Context: an optimization exercise on an open-source flow, tuned for small area and few clock cycles per item. The choices shown serve that exercise and are no tape-out recipe.
In this exercise RTL edits were held to simulation tests only and were not proved equivalent to the original.
No activity file was given, so power comes from the tool's default toggle rates.

==> flow/design.v (excerpt) <==
module vs23_setmode (
    input  wire        clk,
    input  wire        rst,             
    input  wire        cmd_valid,
    output wire        cmd_ready,
    input  wire [31:0] cmd_modesel,     
    output wire        tx_valid,
    input  wire        tx_ready,
    output wire        tx_reg,          
    output wire [19:0] tx_addr,         
    output wire [1:0]  tx_len,          
    output wire [31:0] tx_data,         
    output wire [7:0]  err,
    output wire        mode_valid,
    output wire        std_pal,
    output wire        std_il,
    output wire [7:0]  mode_index,
    output wire [19:0] pitch,
    output wire [19:0] base,
    output wire [19:0] index_start,
    output wire [15:0] total_lines,
    output wire [15:0] line_len,
    output wire [15:0] pic_start,
    output wire [15:0] pic_end
);
For scale: roughly 680 cells after synthesis, roughly 240 I/O pins, roughly 0.0045 mm^2 of cells after synthesis.
export LEC_CHECK = 0
export CAP_MARGIN = 20
export CORE_MARGIN = 2
export CORE_UTILIZATION = 40
export SLEW_MARGIN = 20
create_clock -name core_clock -period 16.0 [get_ports {clk}]
standard.sh (not shown) runs the stock make flow with config.mk's settings and CLKGATE_MAP_FILE= SYNTH_SCRIPT=/design/flow/synth_recipe.tcl, a recipe that flattens the netlist after the stock synthesis.
==> flow/flow/run.sh <==
#!/bin/bash
# Standard layout with three changes:
#  - after the standard synthesis, the combinational logic between the
#    flip-flops is re-mapped by ABC for area (flip-flops kept as they are);
#  - ports are buffered with the smallest buffer (sky130_fd_sc_hd__buf_1);
#  - constant outputs share one tie cell instead of one tie cell each.
set -euo pipefail
here=$(pwd)
R=$here/orfs/results/$FLOW_PLATFORM/vs23_setmode/base
YOSYS=${YOSYS_EXE:-$FLOW_HOME/../tools/install/yosys/bin/yosys}
export BUFFER_PORTS_ARGS="-buffer_cell sky130_fd_sc_hd__buf_1"
export SKIP_REPAIR_TIE_FANOUT=1

# 1. standard synthesis
bash standard.sh synth > synth.log 2>&1
cp -p $R/1_2_yosys.v $R/1_2_yosys_std.v

# 2. re-map the logic between the flip-flops
RESYN_LIB=$FLOW_HOME/platforms/sky130hd/lib/sky130_fd_sc_hd__tt_025C_1v80.lib \
RESYN_DONT_USE="$(cat flow/dont_use.txt)" \
RESYN_IN=$R/1_2_yosys_std.v RESYN_TOP=$FLOW_TOP RESYN_ABC=$here/flow/resyn.abc \
RESYN_STAT=$here/resyn_stat.txt RESYN_OUT=$R/1_2_yosys_resyn.v \
  $YOSYS -c flow/resyn.tcl > resyn.log 2>&1
cp $R/1_2_yosys_resyn.v $R/1_2_yosys.v
rm -f $R/1_synth.odb $R/1_synth.sdc

# 3. the rest of the standard flow
bash standard.sh > standard.log 2>&1
Other scripts of this flow, unchanged in this note and not shown: flow/flow/dont_use.txt, flow/flow/resyn.abc, flow/flow/resyn.tcl
Testbench counts at the start, summed over its fixed seeds: cycles 142,200, commands 72.
Next try:
--- a/flow/design.v
+++ b/flow/design.v
@@ -199,67 +199,69 @@
     reg last_n;
     always @(*) begin
         case ({sel_pal, sel_il})
             2'b00: last_n = has1(n, 10'd261);
             2'b01: last_n = has1(n, 10'd524);
             2'b10: last_n = has1(n, 10'd311);
             default: last_n = has1(n, 10'd624);
         endcase
     end
     always @(posedge clk) begin
-        if (st_index && pic) acc <= acc + ({8'd0, s_pitch[8:1]} & {16{fire}});
-        else                 acc <= {4'd0, s_base[12:1]};
-    end
-    wire c_clr = (st_idle && cmd_valid && cmd_ok) || (st_proto && fire && last_w);
-    wire c_inc = fire && (st_proto || st_index);
-    always @(posedge clk) begin
-        if (c_clr) c <= 10'd0;
-        else       c <= c + {9'd0, c_inc};
+        if (st_index && pic) begin
+            if (fire) acc <= acc + {8'd0, s_pitch[8:1]};
+        end else begin
+            acc <= {4'd0, s_base[12:1]};
+        end
     end
     always @(posedge clk) begin
         if (!st_index) ph <= 3'd0;
         else if (fire && ph_step) ph <= ph + 3'd1;
     end
     always @(posedge clk) begin
         if (rst) begin
             st      <= 4'd0;
             sel_idx <= 2'd3;
             err_r   <= 2'd0;
             addr    <= 13'd0;
         end else if (st_proto) begin
             if (fire) begin
                 addr <= addr + 13'd2;
                 if (last_w) begin
+                    c <= 10'd0;
                     if (last_k) st <= {2'b00, S_INDEX};
                     else        st <= st + 4'd1;
+                end else begin
+                    c <= c + 10'd1;
                 end
             end
         end else begin
             case (st[1:0])
                 S_IDLE: begin
                     if (cmd_valid) begin
                         if (cmd_ok) begin
                             sel_idx <= cmd_modesel[1:0];
                             sel_pal <= cmd_modesel[8];
                             sel_il  <= cmd_modesel[9];
                             err_r   <= 2'd0;
+                            c       <= 10'd0;
                             st      <= tx_ready ? 4'b1000 : {2'b00, S_VEN0};
                         end else begin
                             err_r   <= (cmd_modesel[31:10] != 22'd0) ? 2'b01 : 2'b11;
                         end
                     end
                 end
                 S_VEN0: begin
                     if (fire) st <= 4'b1000;
                 end
                 S_INDEX: begin
                     if (fire) begin
+                        c <= c + 10'd1;
                         if (last_n) begin
                             addr <= 13'd2;
                             st   <= {2'b00, S_REGS};
                         end else begin
                             addr <= addr + 13'd3;
                         end
                     end
                 end
                 default: begin  
                     if (fire) begin
Result: The new run ran to the end with no violations; clock-buffer cell count fell by 2; synthesized cell count fell by 4.0%; sequential power fell by 23%; power fell by about 40%; via count rose by about 2.4%; design area rose by 4.8%.
Testbench counts after the change, summed over its fixed seeds: cycles 142,200, commands 72.

afterwards: timing with drivers on the ports:
No port has a modelled driver above. Below, the same layouts with a new extraction and two added sets of constraints. Step 1 assumes that a clkbuf_16 drives the clock port and a buf_2 every other input. Step 2, shift: input delay + t, output delay - t, t = (earliest + latest rising clock arrival at the registers) / 2. This alone moves slack from input paths to output paths. Three values: ideal ports, drivers, drivers and shift; two values: the first two.
run	t (ns)	setup WS [ns]	latest minus earliest clock arrival (ns)
the first run	0.347	7.380 / 7.355 / 7.355	0.007 / 0.007
the second run	0.338	7.866 / 7.843 / 7.843	0.011 / 0.011
After both steps every run listed still meets setup and hold. The setup slack of the first run, which loses most, moves by -0.025 ns with the drivers and by -0.025 ns with both steps.
